This design comes from an exercise in tuning for small area, a short achievable clock period and few clock cycles per item on the open sky130 flow, not from production work. The RTL was checked by simulation tests, not by an equivalence proof against the original design. Power and IR drop assume default switching activity.

<file path="flow/run.sh">
#!/bin/bash
set -euo pipefail
export BUFFER_PORTS_ARGS="-buffer_cell sky130_fd_sc_hd__buf_4"
export FASTROUTE_TCL="$(pwd)/flow/fastroute.tcl"
bash standard.sh > standard_flow.log 2>&1
</file>
<file path="flow/fastroute.tcl">
# Global routing setup: as the platform's, but met1 is derated more so that
# global routing leaves room on met1 for pin access and pushes long wires to
# the upper layers, which the detailed router then finishes sooner.
set_global_routing_layer_adjustment met1 0.5
set_global_routing_layer_adjustment met2 0.3
set_global_routing_layer_adjustment met3-$::env(MAX_ROUTING_LAYER) 0.2

set_routing_layers -clock $::env(MIN_CLK_ROUTING_LAYER)-$::env(MAX_ROUTING_LAYER)
set_routing_layers -signal $::env(MIN_ROUTING_LAYER)-$::env(MAX_ROUTING_LAYER)
</file>
<file path="standard.sh">
#!/bin/bash
# synth_recipe.tcl (not shown) runs the flow's synth.tcl, then flattens the netlist and writes it again
# the make line also repeats each setting of config.mk as NAME=value (left out here)
make -C /OpenROAD-flow-scripts/flow DESIGN_CONFIG=/design/flow/config.mk WORK_HOME=/design/flow/orfs CLKGATE_MAP_FILE= SYNTH_SCRIPT=/design/flow/synth_recipe.tcl "${@:-finish}"
</file>
<file path="config.mk">
export PLATFORM = sky130hd
export DESIGN_NAME = vit64
export DESIGN_NICKNAME = vit64
export VERILOG_FILES = /design/flow/design.v
export SDC_FILE = /design/flow/constraint.sdc
export NUM_CORES = 4
export LEC_CHECK = 0
export CAP_MARGIN = 20
export CORE_MARGIN = 2
export CORE_UTILIZATION = 45
export CTS_CLUSTER_DIAMETER = 80
export CTS_CLUSTER_SIZE = 24
export PLACE_DENSITY = 0.55
export SLEW_MARGIN = 20
</file>
<file path="constraint.sdc">
create_clock -name core_clock -period 17.0 [get_ports {clk}]
set_input_delay 3.4000 -clock core_clock [delete_from_list [all_inputs] [get_ports {clk}]]
set_output_delay 3.4000 -clock core_clock [all_outputs]
set_load 0.01 [all_outputs]
</file>
<file path="design.v">
module vit64 (
    input  wire        clk,
    input  wire        rst,
    input  wire        in_valid,
    output wire        in_ready,
    input  wire        in_flush,
    input  wire        in_hasx,
    input  wire        in_x,
    input  wire        in_y,
    output reg         out_valid,
    output reg  [7:0]  out_byte,
    output reg  [3:0]  out_nbits,
    output reg  [15:0] out_metric
);
    localparam G1 = 7'o171;
    localparam G2 = 7'o133;
    localparam NW = 34;             
    reg  buf_v, buf_fl;
    reg  busy;
    wire take = buf_v & ~busy;
    reg  rdy;
    assign in_ready = rdy;
    wire acc  = in_valid & in_ready;
    wire step = take & ~buf_fl;
    wire fgo  = take & buf_fl;
    reg [1:0] bq_c  [0:3];
    reg [1:0] bq_cc [0:3];
    reg [4:0] bq_oh [0:3];
    reg ka, kb;
    integer k;
    always @(posedge clk) begin
        if (rst) buf_v <= 1'b0;
        else     buf_v <= acc | (buf_v & busy);
        if (acc) begin
            buf_fl <= in_flush;
            for (k = 0; k < 4; k = k + 1) begin
                ka = k[1] ^ in_x;
                kb = k[0] ^ in_y;
                bq_c[k]  <= {in_hasx & ka & kb, in_hasx ? ka ^ kb : kb};
                bq_cc[k] <= {in_hasx & ~ka & ~kb, in_hasx ? ka ^ kb : ~kb};
                bq_oh[k] <= {in_hasx & ka & kb, ~in_hasx & kb, in_hasx & (ka ^ kb),
                             ~in_hasx & ~kb, in_hasx & ~ka & ~kb};
            end
        end
    end
    reg [4:0]    pm [0:63];
    reg [NW-1:0] re [0:63];
    reg [5:0]    vcount;
    reg [15:0]   E;
    reg          ph;
    reg  [5:0] need;                
    reg  [5:0] frem;                
    reg  [5:0] rsum;                
    reg  [5:0] bstar;               
    reg        rl1, rl2, rl3;       
    reg  [5:0] cur;                 
    reg        rot_now;             
    reg        rdq1, rdq2, rdq3;    
    reg  [3:0] rdn1, rdn2, rdn3;
    reg        rot_p;
    wire       fplan = busy & (need != 6'd0);
    wire       issue = busy & (need[5:1] == 5'd0);
    wire       flast = (frem[5:3] == 3'd0) | (frem == 6'd8);
    wire [5:0] need_last = (frem_nx[2:1] == 2'b11 || frem_nx == 6'd8) ? 6'd26 - rsum_nx : 6'd0;
    wire [5:0] frem_nx = frem - 6'd8;
    wire [5:0] rsum_nx = rsum + {5'd0, fplan};
    function parity7(input [6:0] v);
        parity7 = ^v;
    endfunction
    reg [4:0]  acs_pm [0:63];
    reg [63:0] acs_d;
    reg [31:0] sgn;                 
    integer j;
    reg [5:0]  w0;
    reg [1:0]  cls, c, cc;
    reg [4:0]  pa, pb, D, lt;
    reg        dd0, dd1;
    always @* begin
        for (j = 0; j < 32; j = j + 1) begin
            w0  = {j[4:0], 1'b0};
            cls = {parity7({1'b0, w0} & G1), parity7({1'b0, w0} & G2)};
            c   = bq_c[cls];
            cc  = bq_cc[cls];
            pa  = pm[2*j];
            pb  = pm[2*j + 1];
            D   = pb - pa;
            sgn[j] = D[4];
            lt[0] = D[4] & ~(&D[3:1]);   
            lt[1] = D[4] & ~(&D[3:0]);   
            lt[2] = D[4];                
            lt[3] = D[4] | ~(|D[3:0]);   
            lt[4] = D[4] | ~(|D[3:1]);   
            dd0 = |(lt & bq_oh[cls]);
            dd1 = |(lt & {bq_oh[cls][0], bq_oh[cls][1], bq_oh[cls][2], bq_oh[cls][3], bq_oh[cls][4]});
            acs_d[j]       = dd0;
            acs_pm[j]      = dd0 ? pb + {3'd0, cc} : pa + {3'd0, c};
            acs_d[j + 32]  = dd1;
            acs_pm[j + 32] = dd1 ? pb + {3'd0, c} : pa + {3'd0, cc};
        end
    end
    reg rst_r;
    always @(posedge clk) rst_r <= rst;
    integer sp;
    always @(posedge clk) begin
        if (rst_r) begin
            for (sp = 0; sp < 64; sp = sp + 1) pm[sp] <= 5'd0;
        end else if (step) begin
            for (sp = 0; sp < 64; sp = sp + 1) pm[sp] <= acs_pm[sp];
        end
    end
    wire [4:0] e_d = pm[0] - E[4:0];
    always @(posedge clk) begin
        if (rst_r) E <= 16'd0;
        else     E <= E + {{11{e_d[4]}}, e_d};
    end
    reg [63:0] s0r, s1r, s0q, s1q, hq;
    integer ss;
    always @(posedge clk) begin
        for (ss = 0; ss < 64; ss = ss + 1) begin
            s0r[ss] <= (step & ~acs_d[ss]) | (fplan & ~ss[5]);
            s1r[ss] <= (step &  acs_d[ss]) | (fplan &  ss[5]);
        end
        s0q <= s0r;
        s1q <= s1r;
        hq  <= ~(s0r | s1r);
    end
    integer sr;
    always @(posedge clk) begin
        if (rst) ph <= 1'b0;
        else     ph <= ~ph;
        for (sr = 0; sr < 64; sr = sr + 1)
            re[sr] <= ~(({NW{s0q[sr]}} & {re[{sr[4:0], 1'b0}][NW-2:0],  ph})
                      | ({NW{s1q[sr]}} & {re[{sr[4:0], 1'b1}][NW-2:0], ~ph})
                      | ({NW{hq[sr]}}  & re[sr]));
    end
    function lt5(input [4:0] vb, input [4:0] va);
        reg [4:0] t;
        begin
            t = vb - va;
            lt5 = t[4];
        end
    endfunction
    function [3:0] win4(input [4:0] v0, input [4:0] v1, input [4:0] v2, input [4:0] v3);
        reg l01, l02, l03, l12, l13, l23;
        begin
            l01 = lt5(v1, v0); l02 = lt5(v2, v0); l03 = lt5(v3, v0);
            l12 = lt5(v2, v1); l13 = lt5(v3, v1); l23 = lt5(v3, v2);
            win4[0] = ~l01 & ~l02 & ~l03;
            win4[1] =  l01 & ~l12 & ~l13;
            win4[2] =  l02 &  l12 & ~l23;
            win4[3] =  l03 &  l13 &  l23;
        end
    endfunction
    reg [4:0]  l1v [0:31];
    reg [4:0]  l3v [0:7];
    reg [2:0]  l3i [0:7];
    reg [3:0]  w;
    integer n;
    always @* begin
        for (n = 0; n < 32; n = n + 1)
            l1v[n] = sgn[n] ? pm[2*n + 1] : pm[2*n];
        for (n = 0; n < 8; n = n + 1) begin
            w = win4(l1v[4*n], l1v[4*n + 1], l1v[4*n + 2], l1v[4*n + 3]);
            l3v[n] = ({5{w[0]}} & l1v[4*n]) | ({5{w[1]}} & l1v[4*n + 1])
                   | ({5{w[2]}} & l1v[4*n + 2]) | ({5{w[3]}} & l1v[4*n + 3]);
            l3i[n] = {w[2] | w[3], w[1] | w[3],
                      (w[0] & sgn[4*n]) | (w[1] & sgn[4*n + 1]) | (w[2] & sgn[4*n + 2]) | (w[3] & sgn[4*n + 3])};
        end
    end
    reg [4:0]  vv [0:7];
    reg [2:0]  vi [0:7];
    reg        v_tb, v_fb;
    reg        tbq;                 
    integer na;
    always @(posedge clk) begin
        for (na = 0; na < 8; na = na + 1) begin
            vv[na] <= l3v[na];
            vi[na] <= l3i[na];
        end
        if (rst) begin
            v_tb <= 1'b0;
            v_fb <= 1'b0;
        end else begin
            v_tb <= tbq;
            v_fb <= fgo & (vcount != 6'd0);
        end
    end
    reg [4:0]  l5v [0:1];
    reg [4:0]  l5i [0:1];
    reg [3:0]  wb;
    reg        g6;
    integer nb;
    always @* begin
        for (nb = 0; nb < 2; nb = nb + 1) begin
            wb = win4(vv[4*nb], vv[4*nb + 1], vv[4*nb + 2], vv[4*nb + 3]);
            l5v[nb] = ({5{wb[0]}} & vv[4*nb]) | ({5{wb[1]}} & vv[4*nb + 1])
                    | ({5{wb[2]}} & vv[4*nb + 2]) | ({5{wb[3]}} & vv[4*nb + 3]);
            l5i[nb] = {wb[2] | wb[3], wb[1] | wb[3],
                       ({3{wb[0]}} & vi[4*nb]) | ({3{wb[1]}} & vi[4*nb + 1])
                     | ({3{wb[2]}} & vi[4*nb + 2]) | ({3{wb[3]}} & vi[4*nb + 3])};
        end
        g6 = lt5(l5v[1], l5v[0]);
    end
    reg [4:0] bv;
    reg [5:0] bi;
    reg       w_tb, w_fb;
    always @(posedge clk) begin
        bv <= g6 ? l5v[1] : l5v[0];
        bi <= g6 ? {1'b1, l5i[1]} : {1'b0, l5i[0]};
        if (rst) begin
            w_tb <= 1'b0;
            w_fb <= 1'b0;
        end else begin
            w_tb <= v_tb;
            w_fb <= v_fb;
        end
    end
    wire [5:0] ridx = rdq3 ? cur : bi;
    reg  [7:0] rd [0:63];
    integer nr;
    always @* begin
        for (nr = 0; nr < 64; nr = nr + 1) rd[nr] = re[nr][NW-1:NW-8];
    end
    wire [7:0] rbits = rd[ridx] ^ {8{ph}};
    wire [4:0]  b_d = bv - E[4:0];
    wire [15:0] vb_calc = E + {{11{b_d[4]}}, b_d};
    wire [7:0]  seq  = {rbits[1], rbits[0], bstar[0], bstar[1], bstar[2], bstar[3], bstar[4], bstar[5]};
    wire [7:0]  lastb = seq << (4'd8 - rdn3);
    always @(posedge clk) begin
        if (rst) out_valid <= 1'b0;
        else     out_valid <= w_tb | rdq3;
        out_byte   <= (rdq3 & rl3) ? lastb : rbits;
        out_nbits  <= rdq3 ? rdn3 : 4'd8;
        out_metric <= vb_calc;
    end
    wire busy_set = fgo & (vcount != 6'd0);
    wire busy_clr = issue & flast;
    wire busy_n   = busy_set | (busy & ~busy_clr);
    wire bufv_n   = acc | (buf_v & busy);
    always @(posedge clk) begin
        if (rst) rdy <= 1'b1;
        else     rdy <= ~bufv_n | ~busy_n;
    end
    always @(posedge clk) begin
        if (rst) begin
            vcount  <= 6'd0;
            busy    <= 1'b0;
            need    <= 6'd0;
            tbq     <= 1'b0;
            rot_now <= 1'b0;
            rot_p   <= 1'b0;
            rdq1    <= 1'b0;
            rdq2    <= 1'b0;
            rdq3    <= 1'b0;
        end else begin
            tbq     <= step & (vcount == 6'd39);
            rot_p   <= fplan;
            rot_now <= rot_p;
            rdq1    <= 1'b0;
            rdq2    <= rdq1;
            rdq3    <= rdq2;
            rdn2    <= rdn1;
            rdn3    <= rdn2;
            rl2     <= rl1;
            rl3     <= rl2;
            if (step) vcount <= (vcount == 6'd39) ? 6'd32 : vcount + 6'd1;
            if (fgo) begin
                vcount <= 6'd0;
                if (vcount != 6'd0) begin
                    busy <= 1'b1;
                    frem <= vcount;
                    rsum <= 6'd0;
                    if (vcount[5:3] == 3'd0 || vcount == 6'd8)
                        need <= (vcount[2:1] == 2'b11 || vcount == 6'd8) ? 6'd26 : 6'd0;
                    else
                        need <= 6'd40 - vcount;
                end
            end
            if (busy) begin
                rsum <= rsum_nx;
                if (fplan) need <= need - 6'd1;
                if (issue) begin
                    rdq1 <= 1'b1;
                    rl1  <= flast;
                    rdn1 <= flast ? {frem == 6'd8, frem[2:0]} : 4'd8;
                    frem <= frem_nx;
                    if (flast) busy <= 1'b0;
                    else       need <= (frem_nx[5:3] == 3'd0 || frem_nx == 6'd8) ? need_last : 6'd8;
                end
            end
            if (w_fb)         bstar <= bi;
            if (w_fb)         cur <= bi;
            else if (rot_now) cur <= {cur[0], cur[5:1]};
        end
    end
endmodule
</file>
==> reports/results.ini, run 1 <==
[cts]
cts_tree=done
clk_latency_ns=0.99
clk_path_buf_depth=4
root_buffer=clkbuf_16
cts_buffers=178
clock_sinks=3015
cts_setup_buffers=0
htreeDepth=4
post_cts_resized=0
path_clk_slew_ns=0.10
cts_hold_buffers=0

[synth]
synth_edf_count=52
synth_fa_ha_area_share_pct=8.029
syn_area_per_cell_um2=10.49
synth.distinct_cells=86
yosys.area_share.xor_xnor_pct=4.713
ys_ff_latch=3015
synth_top_family_by_area=compound AO/OA/AOI/OAI gates
muxShareOfSynthArea_pct=2.219
synth_nets=13150
syn_area_um2=130200
seq_area_frac_synth_pct=46.76
yosys.area_share.simple_pct=6.628
synth_cells=12410
synth-compound-area-share_pct=26.68
ys.flop_type=dfxtp_1
synth_warnings=15
async_flop_share_pct=0

[global_route]
grt_pass1_wl_um=985400
track_usage_pct=57.50
grt_pass1_vias=123300
grt-ovfl-total=0
grt_antenna_before_repair=78
grt_max_degree=166

[critical_path]
startpoint=pm[26][0]
crit_path_start_kind=flop
crit_slowest_cell=o211ai_1
r2r_start=pm[26][0]
ff2ff_path_depth=14
slowest_delay_ns=0.83
crit_chain=ha_1 > inv_1 > fa_1 > a21o_1 > a21oi_1 > xnor2_2 > nor2_1 > a21oi_1 > ha_1 > a21boi_0 > o22ai_1 > xor2_1 > nand3_1 > o211ai_1
cp.arrival_ns=5.70
endpoint=vv[3][0]
path_class=reg2reg
reg2reg_slack_ns=11.98
crit_fanout=13
cp.required_ns=17.68
cp-end-kind=flop
r2r_end=vv[3][0]

[cells_and_area]
area_delta_synth_final_pct=6.969
finalCoreUtilization_pct=48.37
instances_no_fill=15700
drive_gt1_share_pct=6.853
nets=12490
fill_cells=26080
final_common_cell=dfxtp_1
final_cell_area_um2=139300
final_cell_mix=dfxtp_1 (2952), a222oi_1 (2133), nand2_1 (728), nor2_1 (609), ha_1 (573)

[placement]
gp_congestion=1.117
dp_hpwl_um=474800
pre_cts_ws_ns=11.82
placed_cell_area_um2=133400
port_buffers=36
dp_cells=15340

[sta]
finalSetupTns_ns=0
finalSetupViolations=0
hold_slack_ns=0.2510
rsz0062_at_grt=false
hold_viol_final=0
period_needed_ns=5.025
max_slew_margin_pct=13.66
worst_slew_pin_slew_ns=1.282
clock.fmax_mhz=199.0
final.setup.worst_slack_ns=11.98
fin_crit_sh_pct=29.56
slew_viol_final=0
finalClockSkew_ns=0.1351

[power]
p_leak_nw=53.84
power_mw=28.91
p_per_area_nw_per_um2=207.6
p_sw_mw=12.96
p_sw_share_pct=44.81
vdd_drop_max_mv=0.1175
comb_power_share_pct=30.9
internal_power_mw=15.96
seqPwrFrac_pct=52.5
pwr-share-clk_pct=16.6

[die]
start_util_pct=45.22
fp.dieW_um=541.9
io_pins=37
dieHeight_um=541.9
rows=197
die_area_um2=293600
core-area_um2=287900

[run]
drv_cap=0

[route]
drtIter0Drc=20880
antenna_left=0
via_count=120800
route.detailed.wl_per_inst_um=45.53
drc=0
viasPerCell=7.692
drt_wl_total_um=714900
firstDrtPassIters=22

[outcome]
status=timing/DRC/antenna clean

[worst_hold_path]
hp-class=reg2reg

==> worst min path at each step <==
| stage | startpoint | end | cells after the start |
|---|---|---|---|
| floorplan | s1r[0] | s1q[0] | 0 |
| global placement | s1r[16] | s1q[16] | 0 |
| detailed placement | s1r[5] | s1q[5] | 0 |
| CTS | s0r[49] | s0q[49] | 0 |
| global route | s0r[38] | s0q[38] | 0 |
| finish | s0r[49] | s0q[49] | 0 |
==> layout make-up <==
type	count	area, um2	share of cell area, %
timing repair buffer	387	2990	2.147
antenna	103	257.7	0.1851
inverter	480	1807	1.297
multi-input combinational	7681	63040	45.27
clock inverter	67	964.7	0.6927
sequential	3015	60900	43.73
tap	3781	4731	3.397
clock buffer	189	4567	3.279
==> cell usage after synthesis, types with 68 or more instances <==
cell,number,share of area (%)
a211oi_1,136,0.78
o211ai_1,144,0.83
ha_1,573,5.5
a21o_1,121,0.70
o21ai_0,230,0.88
xor2_1,211,1.4
mux2i_1,232,1.8
xnor2_1,479,3.2
dfxtp_1,2963,46
a21boi_0,69,0.40
a21oi_1,487,1.9
o22ai_1,68,0.33
a22oi_1,110,0.63
nand2_1,734,2.1
clkbuf_1,1174,3.4
a222oi_1,2133,16
nor2_1,618,1.8
nor2b_1,115,0.55
a221o_1,68,0.52
a221oi_1,100,0.67
inv_1,472,1.4
and2_1,110,0.53
fa_1,164,2.5
==> flip-flops by register name, indices dropped and copies added, names as in the netlist, 5 cells and up <==
name        flops
bv              5
vi             24
s0q            64
hq             64
vv             40
rsum            6
s1q            64
vcount          6
s1r            64
bstar           6
out_byte        8
s0r            64
bq_oh           8
re           2176
need            6
E              16
bi              6
frem            6
out_metric     16
pm            320
cur             6
==> metal layers <==
| metal | vias to the layer above | share of wire, % | GRT usage (%) |
|---|---|---|---|
| met5 | - | 0.93 | 20.65 |
| met4 | 149 | 11 | 47.09 |
| met3 | 3417 | 17 | 41.95 |
| met2 | 10760 | 38 | 71.42 |
| met1 | 58410 | 33 | 68.78 |
| li1 | 48040 | - | - |
==> critical path, delay by kind of cell (launching register included) <==
kind	cells	cell delay, ns
fa+ha+maj	3	0.94
buf+inv	1	0.06
xor+xnor	2	0.56
compound gates	6	2.40
simple gates	2	0.36
flops	1	0.49
==> power groups by stage <==
stage	Clock [mW]	Sequential (mW)	Combinational [mW]
2_1_floorplan	0	12.1	5.97
3_3_place_gp	0	14.7	8.36
3_5_place_dp	0	14.7	8.57
4_1_cts	4.78	14.6	8.61
5_1_grt	5.03	15.0	9.51
6_report	4.79	15.2	8.94
==> cell families after synthesis <==
logic type,Yosys count
AO/OA/AOI/OAI,4050
multiplexers,282
XOR/XNOR,695
adder cells (fa/ha/maj),737
buffers and inverters,1714
flip-flops,3015
AND/OR/NAND/NOR,1917
Testbench counts, summed over its fixed seeds: cycles 13,056, bits 12,800.
==> run 2, diff against run 1 <==
--- a/config.mk
+++ b/config.mk
@@ -11,4 +11,4 @@
 export CTS_CLUSTER_DIAMETER = 80
 export CTS_CLUSTER_SIZE = 24
 export PLACE_DENSITY = 0.55
-export SLEW_MARGIN = 20
+export SLEW_MARGIN = 55
==> reports/results.ini, run 2 <==
[run]
drv_cap=0  ; unchanged

[cts]
htreeDepth=4  ; unchanged
post_cts_resized=0  ; unchanged
cts_buffers=178  ; unchanged
cts_tree=done
clock_sinks=3015  ; unchanged
path_clk_slew_ns=0.10  ; about the same
cts_setup_buffers=0  ; unchanged
clk_path_buf_depth=4  ; unchanged
root_buffer=clkbuf_16
clk_latency_ns=1.00  ; about the same
cts_hold_buffers=0  ; unchanged

[route]
wl_met3_um=124200  ; +0.21%
routed.top_layer=met5
route.detailed.wl_per_inst_um=45.49  ; about the same
met1_length_um=233600  ; about the same
drt_wl_total_um=717700  ; +0.39%
met2_length_um=276200  ; +1.2%
via_count=121300  ; +0.40%
viasPerCell=7.686  ; about the same
antenna_left=0  ; unchanged
drc=0  ; unchanged
firstDrtPassIters=19  ; -14%
drtIter0Drc=20630  ; -1.2%

[cells_and_area]
fill_cells=25740  ; -1.3%
final_cell_area_um2=142000  ; +2.0%
instances_no_fill=15780  ; +0.47%
drive_gt1_share_pct=8.633  ; +1.8 points
reg.largest.list=re: 2176 flops, pm: 320 flops
nets=12550  ; +0.52%
area_delta_synth_final_pct=9.059
largest_register_ff_count=2176  ; unchanged
final_common_cell=dfxtp_1
largest-register=re
finalCoreUtilization_pct=49.32  ; +0.95 points
final_cell_mix=dfxtp_1 (2925), a222oi_1 (2133), nand2_1 (727), nor2_1 (605), ha_1 (573)

[sta]
hold_viol_final=0  ; unchanged
final.setup.worst_slack_ns=12.21  ; +0.2379 ns
finalSetupViolations=0  ; unchanged
hold_slack_ns=0.2639  ; +0.01297 ns
clock.fmax_mhz=208.9  ; +5.0%
finalClockSkew_ns=0.1458  ; +0.01075 ns
fin_crit_sh_pct=28.16  ; -1.4 points
finalSetupTns_ns=0  ; unchanged
worst_slew_pin_slew_ns=0.9210  ; -0.3606 ns
slew_viol_final=0  ; unchanged
max_slew_margin_pct=38.60  ; +25 points
rsz0062_at_grt=false
period_needed_ns=4.787  ; -0.2379 ns

[die]
die_area_um2=293600  ; unchanged
fp.dieW_um=541.9  ; unchanged
core-area_um2=287900  ; unchanged
dieHeight_um=541.9  ; unchanged
start_util_pct=45.22  ; unchanged
io_pins=37  ; unchanged
rows=197  ; unchanged

[outcome]
status=timing/DRC/antenna clean

[critical_path]
path_class=reg2reg
cp.required_ns=17.80  ; +0.12 ns
ff2ff_path_depth=18  ; +4
startpoint=pm[30][0]
crit_path_start_kind=flop
cp-end-kind=flop
cp.arrival_ns=5.58  ; -0.12 ns
r2r_start=pm[30][0]
reg2reg_slack_ns=12.21  ; +0.24 ns
r2r_end=vv[3][0]
crit_fanout=12  ; -1

[synth]
syn_area_um2=130200  ; unchanged
synth_cells=12410  ; unchanged
synth_top_area_cell=dfxtp_1
async_flop_share_pct=0  ; unchanged
seq_area_frac_synth_pct=46.76  ; unchanged
synth_warnings=15  ; unchanged
synth.distinct_cells=86  ; unchanged
ys_top_cells_by_count=dfxtp_1 (2963), a222oi_1 (2133), clkbuf_1 (1174), nand2_1 (734), nor2_1 (618)
ys_ff_latch=3015  ; unchanged
ys.flop_type=dfxtp_1
syn_area_per_cell_um2=10.49  ; unchanged
synth_edf_count=52  ; unchanged
post-synth-top-count-cell=dfxtp_1
synth_top_area_share_pct=45.56  ; unchanged
synth_area_leaders=dfxtp_1 (46%), a222oi_1 (16%), ha_1 (5.5%)
synth_nets=13150  ; unchanged

[placement]
placed_cell_area_um2=135200  ; +1.4%
dp_hpwl_um=480400  ; +1.2%
pre_cts_ws_ns=12.17  ; +0.3529 ns
gp_congestion=1.117  ; unchanged
dp_cells=15380  ; +0.27%
port_buffers=36  ; unchanged

[worst_hold_path]
worst_hold_startpoint=s0r[49]
hp-class=reg2reg
worstHoldEndpoint=s0q[49]
holdPathStages=0  ; unchanged

[power]
p_per_area_nw_per_um2=206.0  ; -0.76%
power_mw=29.25  ; +1.2%
vdd_drop_max_mv=0.1141  ; -2.9%
p_leak_nw=54.84  ; +1.9%

[global_route]
grt_pass1_vias=123800  ; +0.45%
track_usage_pct=57.67  ; +0.16 points
grt-ovfl-total=0  ; unchanged
grt_max_degree=96  ; -42%
grt_antenna_before_repair=93  ; +19%
grt_pass1_wl_um=987500  ; +0.21%

[run 2: changes by cell type in the layout (fill, tap and decap cells not counted), moves of 25 or more]
cell	change
xnor2_1	-25
clkbuf_8	+42
buf_4	-138
buf_6	+92
mux2i_1	-36
mux2i_2	+35
dfxtp_1	-27
[run 2: kinds of logic (layout without fill, tap and decap cells)]
| family | Yosys count | after routing | share of synthesized area, % |
|---|---|---|---|
| xor+xnor | 695 | 695 | 4.713 |
| compound gates | 4050 | 4050 | 26.68 |
| simple gates | 1917 | 1917 | 6.628 |
| buf+inv | 1714 | 1189 | 4.973 |
| other cells | 0 | 111 | 0 |
| fa+ha+maj | 737 | 737 | 8.029 |
| mux | 282 | 282 | 2.219 |
| flops | 3015 | 3015 | 46.76 |
[run 2: layout make-up]
type / count / area (um2) / area share (%)
clock inverters: 67 / 963.4 / 0.6786
clock buffers: 190 / 4592 / 3.234
multi-input cells: 7681 / 63920 / 45.02
inverters: 480 / 1814 / 1.278
diodes: 111 / 277.8 / 0.1956
repair buffers: 452 / 4730 / 3.331
flip-flops and latches: 3015 / 60950 / 42.93
well taps: 3781 / 4731 / 3.332
[run 2: worst max path at each step]
stage / endpoint / slack, ns / depth (start not counted)
after floorplan: bstar[0] / 12.73 / 2
after global placement: vv[3][0] / 11.85 / 13
after detailed placement: vv[3][0] / 12.17 / 17
after CTS: vv[3][0] / 12.11 / 17
after global routing: vv[3][0] / 11.98 / 18
final: vv[3][0] / 12.21 / 18
[run 2: worst max-delay path, cell delays in order (launching register included)]
cell,delay (ns)
dfxtp_1,0.52
ha_1,0.20
inv_1,0.06
fa_1,0.39
a21o_1,0.17
a21oi_1,0.34
xnor2_2,0.33
mux2i_1,0.55
inv_1,0.09
ha_1,0.30
o21a_1,0.18
nor2_1,0.08
a21oi_1,0.07
xor2_1,0.19
or3b_1,0.51
o22a_1,0.23
o211ai_1,0.08
buf_2,0.23
buf_4,0.18
[run 2: per-layer routing]
metal  vias up  GRT usage (%)
li1      48180              -
met1     58510          67.92
met2     10950          71.31
met3      3477          42.73
met4       157          48.21
met5         -          21.77
[run 2: where the power goes]
group / internal (mW) / total [mW] / switching (mW) / leakage [nW]
logic: 3.87 / 9.23 / 5.36 / 26.9
registers: 10.2 / 15.2 / 4.99 / 25.3
clock network: 2.10 / 4.82 / 2.73 / 2.71
total: 16.2 / 29.3 / 13.1 / 54.8

[port drivers added, routing unchanged]
Ports are ideal in the flow. The routed layouts listed here were re-timed in OpenROAD. Step 1, drivers: a clkbuf_16 drives clk and a buf_2 each remaining input, both assumed. Step 2 times the ports against the registers' clock, not the clock port: input delays grow and output delays shrink by t, the midpoint of the rising clock arrivals with the driver on. Slacks: no drivers / after step 1 / after step 2; pairs: no drivers / after step 1.
run | t (ns) | setup slack, ns | hold WS [ns] | worst slew at a driven data input, ns
run 1 | 1.019 | 11.975 / 11.975 / 11.975 | 0.251 / 0.251 / 0.251 | 0.03
run 2 | 1.019 | 12.213 / 12.123 / 12.213 | 0.264 / 0.264 / 0.264 | 0.03
After both steps setup and hold are still met in every run listed.
